Background: an optimization exercise with open tools, aiming at small area, a short achievable clock period and few clock cycles per item. Do not read the settings as production practice. In this exercise RTL edits were held to simulation tests only and were not proved equivalent to the original.

## flow/design.v (module list and top-level ports; edited modules follow where they fit)
// module lpc_mul: 362 lines
// module lpc_mac: 377 lines
// module lpc_booth: 15 lines
// module lpc_excitation: 82 lines
// module lpc_synth: 180 lines
module lpc_synth (
    input  wire        clk,
    input  wire        rst,
    input  wire        in_valid,
    output wire        in_ready,
    input  wire        unvoiced,
    input  wire [7:0]  pitch,
    input  wire [9:0]  energy,
    input  wire [99:0] k,           
    output reg         out_valid,
    output wire [9:0]  out_sample
);
  // ...
==> flow/flow/run.sh <==
#!/bin/bash
# The standard layout (the standard.sh: ORFS synthesis to finish, then
# the final DEF), with timing repair aiming 6.5 ns below the clock period so
# the resizer also works on paths that already meet the 12 ns clock.
set -o pipefail
bash standard.sh SETUP_SLACK_MARGIN=6.5 finish > standard.log 2>&1
==> flow/standard.sh <==
#!/bin/bash
# synth_recipe.tcl (not shown) runs the flow's synth.tcl, then flattens the netlist and writes it again
# the make line also repeats each setting of config.mk as NAME=value (left out here)
make -C /OpenROAD-flow-scripts/flow DESIGN_CONFIG=/design/flow/config.mk WORK_HOME=/design/flow/orfs CLKGATE_MAP_FILE= SYNTH_SCRIPT=/design/flow/synth_recipe.tcl "${@:-finish}"
==> flow/config.mk <==
export PLATFORM = sky130hd
export DESIGN_NAME = lpc_synth
export DESIGN_NICKNAME = lpc_synth
export VERILOG_FILES = /design/flow/design.v
export SDC_FILE = /design/flow/constraint.sdc
export NUM_CORES = 4
export LEC_CHECK = 0
export CAP_MARGIN = 20
export CORE_MARGIN = 2
export CORE_UTILIZATION = 40
export SLEW_MARGIN = 20
==> flow/constraint.sdc <==
create_clock -name core_clock -period 12.0 [get_ports {clk}]
set_input_delay 2.4000 -clock core_clock [delete_from_list [all_inputs] [get_ports {clk}]]
set_output_delay 2.4000 -clock core_clock [all_outputs]
set_load 0.01 [all_outputs]
==> impl_results.md, run 1 <==
* Outcome: complete, no violations
* Sequential share of cell area at 0.250
* Syn-to-layout area delta at 10.9%
* Fraction of area in multi-input gates at 0.592
* Final Hold Fails at 0
* CTS resizes at 16
* Relative slew slack at 0.237
* Final clock-cell share at 0.0433
* Area share of the largest cell type after synthesis at 0.198
* Wirelength per Cell at 20.3 µm
* Clock Latency Late Sink at 0.66 ns
* Postcts setup bufs at 0
* Chip width at between 300 and 400 µm
* Post-Place Setup Slack at 6.16 ns
* Met3 usage at 0.0214
* Worst setup SP type: flip-flop
* Worst Path Buf+Inv at 2
* RSZ-0062 raised after global routing: false
* CP startpoint: b_r[0][10]$_DFF_P_
* Largest register by flop count: x
* Hold worst-path end: u_exc.lfsr[7]$_SDFFE_PP1P_
* Post-synth EDFFs at 174
* Final worst setup slack at 6.74 ns
* PortBufs at 133
* Final nets at between 4,000 and 5,000
* Initial antenna violation count at 3
* Top_reg_cell synth: dfxtp_1
* Reg2reg setup slack at between 6 and 7 ns
* Grt total ovfl at 0
* Wire length on met3 at roughly 5.5 mm
* Crit-path cells: a22oi_1 -> xnor2_1 -> fa_1 -> fa_1 -> inv_1 -> fa_1 -> inv_1 -> ha_1 -> a21o_1 -> a21o_1 -> a21o_1 -> a21oi_1 -> nor2b_1 -> o41ai_2 -> a21oi_1 -> a2111o_1 -> xor2_1
* Synthesized cell area at slightly below 0.04 mm²
* M1 WL at roughly 48 mm
* Ys async rst share at 0
* Sequential-to-total area share from yosys stat at 0.274
* Drc violations at 0
Testbench counts, summed over its fixed seeds: cycles 64,008, items 16,000.
==> run 2: changes to the inputs <==
==> flow/flow/run.sh (replaced) <==
#!/bin/bash
# The standard layout (the standard.sh: ORFS synthesis to finish, then
# the final DEF), with timing repair aiming 7 ns below the clock period so
# the resizer also works on paths that already meet the 12 ns clock, and
# max-slew/max-capacitance repair aiming 10% (not 20%) below the limits.
set -o pipefail
bash standard.sh SETUP_SLACK_MARGIN=7 CAP_MARGIN=10 SLEW_MARGIN=10 finish > standard.log 2>&1
==> impl_results.md, run 2 <==
* Outcome: complete, no violations
* Chip width at 318 µm (unchanged)
* GRT Util Overall at 0.213
* Cell accounting for the most synthesized area: fa_1
* Crit-path cells: a22oi_2 -> xor2_2 -> fa_1 -> inv_2 -> fa_1 -> fa_1 -> ha_1 -> nand4_1 -> nor2_1 -> o31a_1 -> o41a_1 -> o21ai_2 -> a21boi_2 -> o21a_1 -> o21a_1 -> o21ai_1 -> nand2b_1 -> fa_2 -> xor2_2
* Yosys Warn Count at 14
* Drc violations at 0 (unchanged)
* Fmax at between 200 and 250 MHz
* Clock Latency Late Sink at 0.68 ns (+0.02 ns)
* DRT Pass-1 Iters at 6
* # rows at roughly 120
* Synth cell types at between 70 and 80
* Area share of the largest cell type after synthesis at 0.198 (unchanged)
* Final Hold Fails at 0 (unchanged)
* TritonCTS Buffers at between 50 and 60
* Finish-stage setup viols at 0
* Reg2reg start: b_r[1][8]$_DFF_P_
* Largest net degree at the start of global routing at 66
* Syn_nets at ~4,700
* Final worst setup slack at 7.00 ns (+0.268 ns)
* Dpl hpwl at 80.9 mm
* Most common cell in the netlist: inv_1
* Fraction of layout cells with a size suffix above 1 at 0.110
* CTS tree: done
* Top cells by count, synth: 493 x inv_1, 449 x a22oi_1, 389 x fa_1, 308 x xnor2_1, 278 x dfxtp_1
* Initial Utilization at 0.402
* Final wirelength at around 110 mm
* Largest register by flop count: x
* Worst-margin pin slew at roughly 1.1 ns
* Data required time of the worst path at 12.40 ns
* Min-Delay Path Depth at 2
* Max Cap Violations at 0
* Critical-path top delay cell: fa_1
* R2r endpoint: x[2][8]$_DFFE_PP_
* Commonest non-fill, non-tap cell in the layout: inv_1
* Post-synth EDFFs at 174 (unchanged)
* GPL Wtd Cong at ~0.9
* Critical Path Sink Type: flip-flop
* Ys async rst share at 0 (unchanged)
* Slew Limit Fails at 0
* Hold worst-path end: base_r[2]$_DFF_P_
* Reg2reg setup slack at 7.00 ns (+0.27 ns)
* Minimum clock period at about 5.0 ns
* Critical path's most frequent cell: fa_1
* Die ar. at approximately 0.10 mm²
* Clk root buf: clkbuf_16
* Fillers at 9,229
* Final nets at 4,744 (+1.3%)
* Gate Count Post-Synth at slightly below 4,000
* R2R depth at 19
* Sequential-to-total area share from yosys stat at 0.274 (unchanged)
* Crit path max-delay family: adder cells
* Worst min-delay path startpoint: u10v_r[2]$_DFFE_PP_
* Final period util at 0.416
* Kind of critical path: reg2reg
* H-tree depth at 2
* Max reg flops at 150
* RSZ-0062 raised after global routing: true
* PortBufs at 133 (unchanged)
* Worst Path Buf+Inv at 1 (-1)
* Clock-pin slew on the worst setup and hold paths at 0.06 ns
* Worst Path Arrival at 5.40 ns
* Vias in the first global route at around 29,000
* CP max FO at 8
* Ranking of synthesized cells by area: fa_1 20%, dfxtp_1 14%, edfxtp_1 13%
* Synthesized cell area at 0.0393 mm² (unchanged)
* Vias at between 20,000 and 30,000
* Vias/cell at roughly 5.5
* Top_reg_cell synth: dfxtp_1
* Routed Antenna Nets at 0
* Iter 0 DRT Violations at between 2,000 and 3,000
* Setup_tns at 0 ns
* FF+latch count, synth at 452
* Num ports at 134
* Core area at 0.0978 mm²
* Syn-to-layout area delta at 13.8%
* Largest regs: x: 150 flops, p_r: 80 flops
* Worst setup SP type: flip-flop
* Die H at 318 µm
* Max stage delay on crit path at roughly 0.56 ns
* Most frequent cells in the layout: 491 x inv_1, 421 x a22oi_1, 382 x fa_1, 302 x xnor2_1, 260 x ha_1
* Worst Hold Class: reg2reg
* CTS Sinks at approximately 450
* Post-Place Setup Slack at 6.17 ns (+0.00866 ns)
* Wirelength per Cell at 20.5 µm (+1.4%)
* Initial antenna violation count at 7 (+4)
* Grt total ovfl at 0 (unchanged)
* Synth Area per Inst at ~9.9 µm²
* Clk buf depth at 3
* Wire length of the first global-routing pass at between 150 and 200 mm
* Final Skew at just over 0.05 ns
* Relative slew slack at 0.278 (+0.0409)
==> run 2: cell counts after synthesis <==
No cell type changed its count.
==> run 2: cell type report <==
cell class	count	area, µm²	area share
multi-input cells	2749	26200	0.586
flip-flops and latches	452	11100	0.249
inverters	496	1860	0.0416
repair buffers	215	2080	0.0465
diodes	1	2.50	0.0000559
clock inverters	30	387	0.00864
clock buffers	68	1460	0.0327
well taps	1287	1610	0.0360
==> run 2: logic make-up (layout without fill, tap and decap cells) <==
logic type      after synthesis  in the layout  synth area share
flops                       452            452             0.274
simple gates                525            525            0.0626
mux                          64             64            0.0170
compound gates              976            976             0.173
fa+ha+maj                   655            655             0.283
xor+xnor                    529            529             0.118
other cells                   0              1                 0
buf+inv                     752            809            0.0721
==> run 2: worst max-delay path by stage <==
stage                            startpoint                end  slack [ns]  cells past startpoint
final                     b_r[1][8]$_DFF_P_  x[2][8]$_DFFE_PP_        7.00                     19
after global routing      b_r[1][8]$_DFF_P_  x[7][8]$_DFFE_PP_        6.80                     19
after CTS                  kd[0][0]$_DFF_P_  x[1][8]$_DFFE_PP_        6.88                     19
after detailed placement           pitch[4]  b_r[4][7]$_DFF_P_        6.17                     13
after global placement             pitch[4]  b_r[4][7]$_DFF_P_        6.24                     13
after floorplan            kd[0][6]$_DFF_P_  x[1][8]$_DFFE_PP_        7.01                     20
==> run 2: per-stage QoR <==
| step | std cells | util | hold slack, ns | area, µm² |
|---|---|---|---|---|
| after floorplan | 3953 | - | 0.403 | 39400 |
| after global placement | 5138 | 0.424 | 0.430 | 41500 |
| after detailed placement | 5138 | 0.424 | 0.432 | 41500 |
| after CTS | 5257 | 0.448 | 0.447 | 43800 |
| after global routing | 5297 | 0.457 | 0.467 | 44800 |
| final | 5298 | 0.457 | 0.449 | 44800 |
==> run 2: worst min-delay path, cell delays in order, from the launching register on <==
cell and delay, ns:
edfxtp_1 0.32, nand2_1 0.04, o21ai_0 0.05
==> run 2: metal layers <==
layer | vias up | global-route usage | routed length [µm]
met1 | 14400 | 0.296 | 48000
met3 | 167 | 0.0240 | 5980
met4 | 0 | 0.0671 | 3330
met5 | - | 0 | 0
met2 | 850 | 0.346 | 51500
li1 | 13600 | - | -
==> run 2: what timing repair did <==
action                     in CTS  in global routing
setup buffers                  20                 38
setup endpoints to repair     155                110
cloned                          1                  2
pin swaps                      17                 52
gates resized for setup       138                169
hold buffers                    0                  0
==> module lpc_synth, before the edit <==
module lpc_synth (
    input  wire        clk,
    input  wire        rst,
    input  wire        in_valid,
    output wire        in_ready,
    input  wire        unvoiced,
    input  wire [7:0]  pitch,
    input  wire [9:0]  energy,
    input  wire [99:0] k,           
    output reg         out_valid,
    output wire [9:0]  out_sample
);
    localparam [1:0] S_IDLE = 2'd0,    
                     S_C1   = 2'd1,
                     S_C2   = 2'd2,
                     S_C3   = 2'd3;
    reg [1:0]  st;
    reg [1:0]  st_next;
    reg [14:0] kd  [0:4];           
    reg [14:0] b_r [0:4];           
    reg [15:0] p_r [0:4];           
    reg [18:0] base_r;              
    reg [13:0] u10v_r;              
    reg [9:0]  prev_energy;
    reg [14:0] x   [0:9];
    reg [14:0] xn  [0:9];           
    reg [14:0] b_early [0:4];
    wire       c4 = (st == S_IDLE) && out_valid;
    reg [4:0]  sel3, sel4;
    reg        hi_ok, lo_ok;
    wire accept = (st == S_C3);
    assign in_ready = (st == S_C3);
    always @(*) begin
        case (st)
            S_IDLE:  st_next = in_valid ? S_C1 : S_IDLE;
            S_C1:    st_next = S_C2;
            S_C2:    st_next = S_C3;
            default: st_next = S_IDLE;
        endcase
        if (rst)
            st_next = S_IDLE;
    end
    wire [7:0] exc;
    wire [7:0] chirp_next;
    wire       noise_neg;
    lpc_excitation u_exc (
        .clk        (clk),
        .rst        (rst),
        .step       (accept),
        .unvoiced   (unvoiced),
        .pitch      (pitch),
        .exc        (exc),
        .chirp_next (chirp_next),
        .noise_neg  (noise_neg)
    );
    wire [13:0] e8  = {{1{prev_energy[9]}}, prev_energy, 3'd0};
    wire [13:0] u10 = !hi_ok   ? 14'd0 :
                      unvoiced ? (noise_neg ? -e8 : e8) : u10v_r;
    wire [15:0] m [0:4];
    genvar g;
    generate
        for (g = 0; g < 5; g = g + 1) begin : g_mul
            wire [14:0] c = (g < 4 ? {15{sel3[g]}} & x[g+5] : 15'd0)
                          | ({15{sel4[g]}}  & x[g]);
            lpc_mac u_mac (
                .d (kd[g]),
                .b (b_r[g]),
                .c (c),
                .p (m[g])
            );
        end
    endgenerate
    wire [18:0] base = base_r;
    wire [18:0] np [0:4];
    wire [18:0] cs_s [0:4];
    wire [18:0] cs_c [0:4];
    wire [19:0] sfx_w [0:4];
    wire [18:0] sfx [0:4];
    generate
        for (g = 0; g < 5; g = g + 1) begin : g_np
            assign np[g] = ~{{3{p_r[g][15]}}, p_r[g]};
        end
    endgenerate
    wire [18:0] sA = base ^ np[4] ^ np[3];
    wire [18:0] mA = (base & np[4]) | (base & np[3]) | (np[4] & np[3]);
    wire [18:0] cA = {mA[17:0], 1'b1};
    wire [18:0] sB = np[2] ^ np[1] ^ np[0];
    wire [18:0] mB = (np[2] & np[1]) | (np[2] & np[0]) | (np[1] & np[0]);
    wire [18:0] cB = {mB[17:0], 1'b1};
    wire [18:0] sT = sA ^ cA ^ np[2];
    wire [18:0] mT = (sA & cA) | (sA & np[2]) | (cA & np[2]);
    wire [18:0] cT = {mT[17:0], 1'b1};
    wire [18:0] sU = sT ^ cT ^ np[1];
    wire [18:0] mU = (sT & cT) | (sT & np[1]) | (cT & np[1]);
    wire [18:0] cU = {mU[17:0], 1'b1};
    wire [18:0] sV = sA ^ cA ^ sB;
    wire [18:0] mV = (sA & cA) | (sA & sB) | (cA & sB);
    wire [18:0] cV = {mV[17:0], 1'b1};
    wire [18:0] sW = sV ^ cV ^ cB;
    wire [18:0] mW = (sV & cV) | (sV & cB) | (cV & cB);
    wire [18:0] cW = {mW[17:0], 1'b1};
    assign cs_s[4] = base; assign cs_c[4] = np[4];
    assign cs_s[3] = sA;   assign cs_c[3] = cA;
    assign cs_s[2] = sT;   assign cs_c[2] = cT;
    assign cs_s[1] = sU;   assign cs_c[1] = cU;
    assign cs_s[0] = sW;   assign cs_c[0] = cW;
    generate
        for (g = 0; g < 5; g = g + 1) begin : g_sfx
            assign sfx_w[g] = {cs_s[g], 1'b1} + {cs_c[g], 1'b1};
            assign sfx[g] = sfx_w[g][19:1];
        end
    endgenerate
    wire signed [18:0] u0 = base_r;
    reg [11:0] clamped;
    always @(*) begin
        if (u0 > 19'sd2047)
            clamped = 12'h7FF;
        else if (u0 < -19'sd2048)
            clamped = 12'h800;
        else
            clamped = u0[11:0];
    end
    assign out_sample = clamped[11:2];
    wire [14:0] kd_next [0:4];
    generate
        for (g = 0; g < 5; g = g + 1) begin : g_enc
            wire [9:0] ks = (g == 4 && st == S_C2)          ? energy :
                            (st == S_IDLE || st == S_C2)    ? k[(g+5)*10 +: 10] :
                                                              k[g*10 +: 10];
            lpc_booth u_enc (.a (ks), .d (kd_next[g]));
        end
    endgenerate
    integer i;
    always @(*) begin
        for (i = 0; i <= 9; i = i + 1)
            xn[i] = x[i];
        if (accept)
            for (i = 0; i < 4; i = i + 1)
                xn[i+6] = m[i][14:0];
        if (out_valid) begin
            xn[0] = b_r[0];
            for (i = 0; i < 5; i = i + 1)
                xn[i+1] = m[i][14:0];
        end
    end
    always @(posedge clk) begin
        base_r <= (st == S_C1) ? {{5{u10[13]}}, u10} : sfx[0];
        for (i = 0; i < 5; i = i + 1) begin
            kd[i]  <= kd_next[i];
            p_r[i] <= m[i];
            case (st)
                S_IDLE:  b_early[i] = (i == 0 ? lo_ok : hi_ok) ? x[i+5] : 15'd0;
                S_C1:    b_early[i] = lo_ok ? x[i] : 15'd0;
                S_C2:    b_early[i] = (i == 4) ? {chirp_next[7], chirp_next, 6'd0} : sfx[i][14:0];
                default: b_early[i] = sfx[i][14:0];
            endcase
            b_r[i] <= (i == 0 && c4) ? m[4][14:0] : b_early[i];
        end
        for (i = 0; i <= 9; i = i + 1)
            x[i] <= xn[i];
        st    <= st_next;
        sel3  <= {{4{st_next == S_C3}} & {hi_ok, hi_ok, hi_ok, lo_ok}};
        sel4  <= {5{st == S_C3 && lo_ok}};
        if (rst) begin
            out_valid   <= 1'b0;
            hi_ok       <= 1'b0;
            lo_ok       <= 1'b0;
        end else begin
            if (accept)
                hi_ok <= 1'b1;
            if (out_valid)
                lo_ok <= 1'b1;
            out_valid <= accept;
            if (accept) begin
                prev_energy <= energy;
                u10v_r      <= m[4][13:0];
            end
        end
    end
endmodule
==> run 3: changes to the inputs <==
--- a/flow/design.v
+++ b/flow/design.v
@@ -855,7 +855,7 @@
     reg [14:0] kd  [0:4];           
     reg [14:0] b_r [0:4];           
     reg [15:0] p_r [0:4];           
-    reg [18:0] base_r;              
+    reg [18:0] nbase_r;             
     reg [13:0] u10v_r;              
     reg [9:0]  prev_energy;
     reg [14:0] x   [0:9];
@@ -906,47 +906,47 @@
             );
         end
     endgenerate
-    wire [18:0] base = base_r;
-    wire [18:0] np [0:4];
+    wire [18:0] nb = nbase_r;
+    wire [18:0] pp [0:4];
     wire [18:0] cs_s [0:4];
     wire [18:0] cs_c [0:4];
-    wire [19:0] sfx_w [0:4];
+    wire [18:0] nsfx [0:4];
     wire [18:0] sfx [0:4];
     generate
-        for (g = 0; g < 5; g = g + 1) begin : g_np
-            assign np[g] = ~{{3{p_r[g][15]}}, p_r[g]};
+        for (g = 0; g < 5; g = g + 1) begin : g_pp
+            assign pp[g] = {{3{p_r[g][15]}}, p_r[g]};
         end
     endgenerate
-    wire [18:0] sA = base ^ np[4] ^ np[3];
-    wire [18:0] mA = (base & np[4]) | (base & np[3]) | (np[4] & np[3]);
-    wire [18:0] cA = {mA[17:0], 1'b1};
-    wire [18:0] sB = np[2] ^ np[1] ^ np[0];
-    wire [18:0] mB = (np[2] & np[1]) | (np[2] & np[0]) | (np[1] & np[0]);
-    wire [18:0] cB = {mB[17:0], 1'b1};
-    wire [18:0] sT = sA ^ cA ^ np[2];
-    wire [18:0] mT = (sA & cA) | (sA & np[2]) | (cA & np[2]);
-    wire [18:0] cT = {mT[17:0], 1'b1};
-    wire [18:0] sU = sT ^ cT ^ np[1];
-    wire [18:0] mU = (sT & cT) | (sT & np[1]) | (cT & np[1]);
-    wire [18:0] cU = {mU[17:0], 1'b1};
+    wire [18:0] sA = nb ^ pp[4] ^ pp[3];
+    wire [18:0] mA = (nb & pp[4]) | (nb & pp[3]) | (pp[4] & pp[3]);
+    wire [18:0] cA = {mA[17:0], 1'b0};
+    wire [18:0] sB = pp[2] ^ pp[1] ^ pp[0];
+    wire [18:0] mB = (pp[2] & pp[1]) | (pp[2] & pp[0]) | (pp[1] & pp[0]);
+    wire [18:0] cB = {mB[17:0], 1'b0};
+    wire [18:0] sT = sA ^ cA ^ pp[2];
+    wire [18:0] mT = (sA & cA) | (sA & pp[2]) | (cA & pp[2]);
+    wire [18:0] cT = {mT[17:0], 1'b0};
+    wire [18:0] sU = sT ^ cT ^ pp[1];
+    wire [18:0] mU = (sT & cT) | (sT & pp[1]) | (cT & pp[1]);
+    wire [18:0] cU = {mU[17:0], 1'b0};
     wire [18:0] sV = sA ^ cA ^ sB;
     wire [18:0] mV = (sA & cA) | (sA & sB) | (cA & sB);
-    wire [18:0] cV = {mV[17:0], 1'b1};
+    wire [18:0] cV = {mV[17:0], 1'b0};
     wire [18:0] sW = sV ^ cV ^ cB;
     wire [18:0] mW = (sV & cV) | (sV & cB) | (cV & cB);
-    wire [18:0] cW = {mW[17:0], 1'b1};
-    assign cs_s[4] = base; assign cs_c[4] = np[4];
+    wire [18:0] cW = {mW[17:0], 1'b0};
+    assign cs_s[4] = nb;   assign cs_c[4] = pp[4];
     assign cs_s[3] = sA;   assign cs_c[3] = cA;
     assign cs_s[2] = sT;   assign cs_c[2] = cT;
     assign cs_s[1] = sU;   assign cs_c[1] = cU;
     assign cs_s[0] = sW;   assign cs_c[0] = cW;
     generate
         for (g = 0; g < 5; g = g + 1) begin : g_sfx
-            assign sfx_w[g] = {cs_s[g], 1'b1} + {cs_c[g], 1'b1};
-            assign sfx[g] = sfx_w[g][19:1];
+            assign nsfx[g] = cs_s[g] + cs_c[g];
+            assign sfx[g]  = ~nsfx[g];
         end
     endgenerate
-    wire signed [18:0] u0 = base_r;
+    wire signed [18:0] u0 = ~nbase_r;
     reg [11:0] clamped;
     always @(*) begin
         if (u0 > 19'sd2047)
@@ -980,7 +980,7 @@
         end
     end
     always @(posedge clk) begin
-        base_r <= (st == S_C1) ? {{5{u10[13]}}, u10} : sfx[0];
+        nbase_r <= (st == S_C1) ? ~{{5{u10[13]}}, u10} : nsfx[0];
         for (i = 0; i < 5; i = i + 1) begin
             kd[i]  <= kd_next[i];
             p_r[i] <= m[i];
==> impl_results.md, run 3 <==
* Outcome: complete, no violations
* GPL Wtd Cong at 0.901 (+2.5%)
* Synthesized cell area at 0.0391 mm² (-0.63%)
* Max stage delay on crit path at 0.61 ns (+0.05 ns)
* Wirelength per Cell at 21.1 µm (+2.7%)
* RSZ-0062 raised after global routing: true
* Critical path depth in cells at 4 (-15)
* Minimum clock period at 4.95 ns (-0.0459 ns)
* Commonest non-fill, non-tap cell in the layout: a22oi_1
* CTS tree: done
* Gate Count Post-Synth at 3,882 (-1.8%)
* Area share of the largest cell type after synthesis at 0.199 (+0.00126)
* Syn-to-layout area delta at 14.4%
* DRT Pass-1 Iters at 6 (unchanged)
* Ys async rst share at 0 (unchanged)
* Synth cell types at 74 (-5.1%)
* Routed Antenna Nets at 0 (unchanged)
* Synth Area per Inst at 10.1 µm² (+1.2%)
* Dpl hpwl at 81.0 mm (about the same)
* Relative slew slack at 0.287 (+0.00844)
* Worst setup SP type: flip-flop
* Largest register by flop count: x
* Sequential-to-total area share from yosys stat at 0.276 (+0.00174)
* Placed instance area at 0.0412 mm² (-0.68%)
* Core area at 0.0967 mm² (-1.2%)
* CTS Sinks at 452 (unchanged)
* Fraction of layout cells with a size suffix above 1 at 0.115 (+0.00527)
* GRT Util Overall at 0.218 (+0.00534)
* Vias in the first global route at 29,000 (+0.15%)
* Top_reg_cell synth: dfxtp_1
* Worst Path Arrival at 2.55 ns (-2.85 ns)
* Worst Path Buf+Inv at 1 (unchanged)
* Data required time of the worst path at 9.60 ns (-2.80 ns)
* Crit path to: out_sample[8]
* Max Cap Violations at 0 (unchanged)
* Clock-pin slew on the worst setup and hold paths at 0.06 ns (about the same)
* Reg2reg start: sel4[0]$_DFF_P_
* CP max FO at 9 (+1)
* Multi-input logic area at 0.0264 mm² (+0.81%)
* Most common cell in the netlist: a22oi_1
* Chip width at 317 µm (-0.31%)
* Setup_tns at 0 ns (unchanged)
* PortBufs at 133 (unchanged)
* Top cells by count, synth: 457 x a22oi_1, 401 x inv_1, 389 x fa_1, 313 x xnor2_1, 278 x dfxtp_1
* Num ports at 134 (unchanged)
* Yosys Warn Count at 14 (unchanged)
* Clk buf depth at 3 (unchanged)
* Final worst setup slack at 7.05 ns (+0.0459 ns)
* Most frequent cells in the layout: 434 x a22oi_1, 400 x inv_1, 385 x fa_1, 306 x xnor2_1, 252 x ha_1
* R2R depth at 18 (-1)
* Largest net degree at the start of global routing at 119 (+80%)
* Kind of critical path: reg2out
* Post-Place Setup Slack at 6.26 ns (+0.0876 ns)
* Critical-path top delay cell: clkdlybuf4s50_1
* Largest regs: x: 150 flops, p_r: 80 flops
* Fmax at 202 MHz (+0.93%)
* Critical Path Sink Type: output port
* R2r endpoint: x[1][14]$_DFFE_PP_
* Hold buffer count at CTS at 0 (unchanged)
* Worst-margin pin slew at 1.07 ns (-0.00493 ns)
* TritonCTS Buffers at 53 (unchanged)
* Design area at 0.0447 mm² (-0.16%)
* Final Skew at 0.0503 ns (-0.00156 ns)
* Die H at 317 µm (-0.31%)
* Crit path max-delay family: buffers and inverters
* Clock Latency Late Sink at 0.65 ns (-0.03 ns)
* FF+latch count, synth at 452 (unchanged)
* Final Hold Fails at 0 (unchanged)
* Hold slack at 0.424 ns (-0.0250 ns)
* Cell accounting for the most synthesized area: fa_1
* Vias/cell at 5.57 (+1.8%)
* Max reg flops at 150 (unchanged)
* Final nets at 4,678 (-1.4%)
* Initial antenna violation count at 3 (-4)
* Crit-path cells: nor4_2 -> a21oi_4 -> a21oi_2 -> clkdlybuf4s50_1
* FF+latch area at 0.0112 mm² (+0.44%)
* Fillers at 9,065 (-1.8%)
* Reg2reg setup slack at 7.10 ns (+0.10 ns)
* H-tree depth at 2 (unchanged)
* Clk root buf: clkbuf_16
* Die ar. at 0.100 mm² (-0.62%)
* Worst Hold Class: reg2reg
* Iter 0 DRT Violations at 2,342 (-10%)
* Slew Limit Fails at 0 (unchanged)
* Initial Utilization at 0.404 (+0.00216)
* Final wirelength at 110 mm (+1.3%)
* Grt total ovfl at 0 (unchanged)
* Final period util at 0.412 (-0.00383)
* Ranking of synthesized cells by area: fa_1 20%, dfxtp_1 14%, edfxtp_1 13%
* Wire length of the first global-routing pass at 170 mm (+0.29%)
* CP startpoint: nbase_r[14]$_DFF_P_
* Vias at 29,100 (+0.43%)
* Finish-stage setup viols at 0 (unchanged)
* Syn_nets at 4,657 (-1.5%)
* # rows at 114 (-0.87%)
* Post-synth EDFFs at 174 (unchanged)
* Drc violations at 0 (unchanged)
[run 3: logic make-up (layout without fill, tap and decap cells)]
group | Yosys count | after routing | synth area share
adders and majority gates | 653 | 653 | 0.284
AOI/OAI and AO/OA | 979 | 979 | 0.175
DFF | 452 | 452 | 0.276
muxes | 67 | 67 | 0.0180
xor gates and xnor gates | 525 | 525 | 0.118
and+or+nand+nor | 555 | 555 | 0.0671
other | 0 | 1 | 0
buffers and inverters | 651 | 717 | 0.0627
[run 3: layout make-up]
| cell class | instances | area share |
|---|---|---|
| Clock inverter | 24 | 0.00557 |
| Antenna cell | 1 | 0.0000560 |
| Timing Repair Buffer | 215 | 0.0480 |
| Inverter | 402 | 0.0339 |
| Clock buffer | 76 | 0.0351 |
| Tap cell | 1276 | 0.0357 |
| Sequential cell | 452 | 0.250 |
| Multi-Input combinational cell | 2779 | 0.591 |
[run 3: stage by stage]
| stage | utilization | std cells |
|---|---|---|
| finish | 0.462 | 5225 |
| global route | 0.462 | 5224 |
| CTS | 0.449 | 5163 |
| detailed placement | 0.426 | 5055 |
| global placement | 0.426 | 5055 |
| floorplan | - | 3882 |
[run 3: how the worst min path moves through the flow]
stage                                    from            endpoint  slack (ns)  cells after the start
after CTS                 u10v_r[1]$_DFFE_PP_  nbase_r[1]$_DFF_P_        0.42                      1
after global routing      u10v_r[2]$_DFFE_PP_  nbase_r[2]$_DFF_P_        0.46                      1
after global placement    u10v_r[2]$_DFFE_PP_  nbase_r[2]$_DFF_P_        0.40                      1
final                     u10v_r[1]$_DFFE_PP_  nbase_r[1]$_DFF_P_        0.42                      1
after detailed placement  u10v_r[1]$_DFFE_PP_  nbase_r[1]$_DFF_P_        0.41                      1
after floorplan           u10v_r[2]$_DFFE_PP_  nbase_r[2]$_DFF_P_        0.40                      1
[run 3: repair_timing]
item / 4_1_cts / 5_1_grt
pin swaps: 3 / 37
gates cloned: 2 / 3
gates resized for setup: 138 / 197
setup buffers: 6 / 58
setup endpoints to repair: 129 / 127
[run 3: layer usage]
metal,wire (µm),track usage,share of wire,vias to the layer above
met5,7,0,0.000064,-
met4,3100,0.0656,0.028,2
met3,6970,0.0306,0.063,133
met2,51400,0.351,0.47,930
met1,48800,0.304,0.44,14500
li1,-,-,-,13500
Testbench counts of run 3, summed over its fixed seeds: cycles 64,008, items 16,000.
==> run 4: changes to the inputs <==
==> flow/flow/run.sh (replaced) <==
#!/bin/bash
# The standard layout (the standard.sh: ORFS synthesis to finish, then
# the final DEF), with timing repair aiming 7.25 ns below the clock period so
# the resizer also works on paths that already meet the 12 ns clock, and
# max-slew/max-capacitance repair aiming 10% (not 20%) below the limits.
set -o pipefail
bash standard.sh SETUP_SLACK_MARGIN=7.25 CAP_MARGIN=10 SLEW_MARGIN=10 finish > standard.log 2>&1
==> impl_results.md, run 4 <==
* Critical Path Sink Type: flip-flop
* Worst-margin pin slew at 1.04 ns (-0.0263 ns)
* Syn_nets at 4,657 (unchanged)
* Final Hold Fails at 0 (unchanged)
* CTS Sinks at 452 (unchanged)
* H-tree depth at 2 (unchanged)
* FF+latch count, synth at 452 (unchanged)
* Num ports at 134 (unchanged)
* CP max FO at 7 (-2)
* Area share of the largest cell type after synthesis at 0.199 (unchanged)
* Crit path max-delay family: adder cells
* Clk root buf: clkbuf_16
* Outcome: complete, no violations
* Crit-path cells: a22oi_2 -> xnor2_2 -> fa_1 -> fa_1 -> inv_2 -> fa_1 -> inv_2 -> ha_4 -> nand4_1 -> buf_4 -> buf_4 -> buf_4 -> o32ai_1 -> or3b_4 -> o22a_4 -> a41o_4 -> or3_4 -> and2_4
* Ys async rst share at 0 (unchanged)
* GPL Wtd Cong at 0.892 (-1.0%)
* Top routing layer in use: met4
* Grt total ovfl at 0 (unchanged)
* Most frequent cells in the layout: 395 x inv_1, 393 x a22oi_1, 381 x fa_1, 295 x xnor2_1, 245 x ha_1
* Largest regs: x: 150 flops, p_r: 80 flops
* Relative slew slack at 0.304 (+0.0175)
* Minimum clock period at 4.87 ns (-0.0802 ns)
* Commonest non-fill, non-tap cell in the layout: inv_1
* Max reg flops at 150 (unchanged)
* Synth cell types at 74 (unchanged)
* Sequential-to-total area share from yosys stat at 0.276 (unchanged)
* Gate Count Post-Synth at 3,882 (unchanged)
* Worst setup SP type: flip-flop
* Vias/cell at 5.54 (-0.51%)
* Worst Path Arrival at 5.25 ns (+2.70 ns)
* Vias at 29,400 (+0.86%)
* RSZ-0062 raised after global routing: true
* Wire length on met3 at 5.55 mm (-20%)
* Die ar. at 0.100 mm² (unchanged)
* M1 WL at 49.2 mm (+0.89%)
* Hold buffer count at CTS at 0 (unchanged)
* Wirelength per Cell at 20.9 µm (-1.1%)
* Worst Path Buf+Inv at 5 (+4)
* Max Cap Violations at 0 (unchanged)
* Finished Layout Cells at 5,297 (+1.4%)
* Syn-to-layout area delta at 17.5%
* Dpl hpwl at 80.7 mm (-0.37%)
* Drc violations at 0 (unchanged)
* GRT Util Overall at 0.216 (-0.00194)
* Routed Antenna Nets at 0 (unchanged)
* Vias in the first global route at 29,100 (+0.20%)
* Max stage delay on crit path at 0.55 ns (-0.06 ns)
* Clock-pin slew on the worst setup and hold paths at 0.07 ns (about the same)
* Initial antenna violation count at 1 (-2)
* Largest register by flop count: x
* Largest net degree at the start of global routing at 80 (-33%)
* Final wirelength at 110 mm (+0.26%)
* Ranking of synthesized cells by area: fa_1 20%, dfxtp_1 14%, edfxtp_1 13%
* Wire length of the first global-routing pass at 170 mm (-0.12%)
* Clk buf depth at 3 (unchanged)
* Post-synth EDFFs at 174 (unchanged)
* Clock Latency Late Sink at 0.63 ns (-0.02 ns)
* Critical-path top delay cell: fa_1
* Data required time of the worst path at 12.38 ns (+2.78 ns)
* Core area at 0.0967 mm² (unchanged)
* Yosys Warn Count at 14 (unchanged)
* Kind of critical path: reg2reg
* Most common cell in the netlist: a22oi_1
* Final Skew at 0.0310 ns (-0.0193 ns)
* Die H at 317 µm (unchanged)
* TritonCTS Buffers at 50 (-5.7%)
* Slew Limit Fails at 0 (unchanged)
* Initial Utilization at 0.404 (unchanged)
* Finish-stage setup viols at 0 (unchanged)
* Placed insts at 5,059 (+0.079%)
* Synth Area per Inst at 10.1 µm² (unchanged)
* WL met2 at 53.6 mm (+4.4%)
* Iter 0 DRT Violations at 2,413 (+3.0%)
* DRT Pass-1 Iters at 7 (+1)
* Synthesized cell area at 0.0391 mm² (unchanged)
* PortBufs at 133 (unchanged)
* # diodes at 0 (-1)
* Worst Hold Class: reg2reg
* Top cells by count, synth: 457 x a22oi_1, 401 x inv_1, 389 x fa_1, 313 x xnor2_1, 278 x dfxtp_1
* Final period util at 0.406 (-0.00669)
* Cell accounting for the most synthesized area: fa_1
* Top_reg_cell synth: dfxtp_1
* Setup_tns at 0 ns (unchanged)
* # rows at 114 (unchanged)
* Fraction of layout cells with a size suffix above 1 at 0.156 (+0.0409)
* CTS tree: done
* Fmax at 205 MHz (+1.6%)
* Final nets at 4,754 (+1.6%)
* Chip width at 317 µm (unchanged)
## run 4: cell counts after synthesis
Identical to the previous run, type by type.
## run 4: area by class of cell
| cell class | instances | area [µm²] |
|---|---|---|
| Sequential cell | 452 | 11200 |
| Tap cell | 1276 | 1600 |
| Multi-Input combinational cell | 2780 | 27100 |
| Inverter | 402 | 1510 |
| Clock inverter | 28 | 317 |
| Clock buffer | 66 | 1370 |
| Fill cell | 9051 | 50800 |
| Timing Repair Buffer | 293 | 2790 |
## run 4: final timing paths
path                            cells after the start                         end  slack [ns]                        from
worst max-delay path                               18          x[5][12]$_DFFE_PP_        7.13            kd[4][1]$_DFF_P_
worst min-delay path                                1  u_exc.lfsr[8]$_SDFFE_PP1P_        0.45  u_exc.lfsr[8]$_SDFFE_PP1P_
worst max register to register                     18          x[5][12]$_DFFE_PP_        7.13            kd[4][1]$_DFF_P_
worst min register to register                      1  u_exc.lfsr[8]$_SDFFE_PP1P_        0.45  u_exc.lfsr[8]$_SDFFE_PP1P_
## run 4: routing by layer
| metal | vias up | track usage |
|---|---|---|
| li1 | 13700 | - |
| met1 | 14700 | 0.306 |
| met2 | 820 | 0.361 |
| met3 | 134 | 0.0186 |
| met4 | 0 | 0.0440 |
| met5 | - | 0 |
## run 4: kinds of logic (layout without fill, tap and decap cells)
family                     after synthesis  count (layout)  synth area share
xor gates and xnor gates               525             525             0.118
buffers and inverters                  651             789            0.0627
DFF                                    452             452             0.276
and+or+nand+nor                        555             555            0.0671
adders and majority gates              653             653             0.284
AOI/OAI and AO/OA                      979             980             0.175
muxes                                   67              67            0.0180
## run 4: stage by stage
stage               worst slack [ns]   util  instance area [µm²]  hold slack, ns
global route                    7.01  0.475                45900           0.474
global placement                6.50  0.427                41300           0.434
finish                          7.13  0.475                45900           0.453
CTS                             7.15  0.458                44300           0.460
floorplan                       7.25      -                39300           0.399
detailed placement              6.45  0.427                41300           0.442
## run 4: repair_timing
action | 4_1_cts | 5_1_grt
gates cloned | 5 | 2
pin swaps | 29 | 95
resized for setup | 273 | 210
endpoints found under the setup margin | 206 | 176
setup buffers | 52 | 85

## separate check: timing with driven ports
The flow's constraints put no driver on any port. The routed layouts listed below were extracted and timed again, unchanged, in two steps. Step 1 sets driving cells, clkbuf_16 on the clock port and buf_2 on the other inputs (assumed; they add their load-dependent delay and slew). Step 2 also shifts input and output timing later by t, the mid clock arrival at the registers, as if the neighbouring blocks saw the same clock. a / b / c = ideal ports / drivers / drivers and shift; a / b = the first two.
run	t (ns)	setup slack, ns	hold slack, ns
run 1	0.708	6.737 / 6.737 / 6.203	0.450 / 0.450 / 0.450
run 2	0.717	7.004 / 7.004 / 6.401	0.449 / 0.449 / 0.449
run 3	0.686	7.050 / 6.988 / 6.504	0.424 / 0.424 / 0.424
run 4	0.679	7.130 / 7.130 / 6.713	0.453 / 0.453 / 0.453
After both steps setup and hold are still met in every run listed. The setup slack of run 2, which loses most, moves by 0.000 ns with the drivers and by -0.603 ns with both steps.
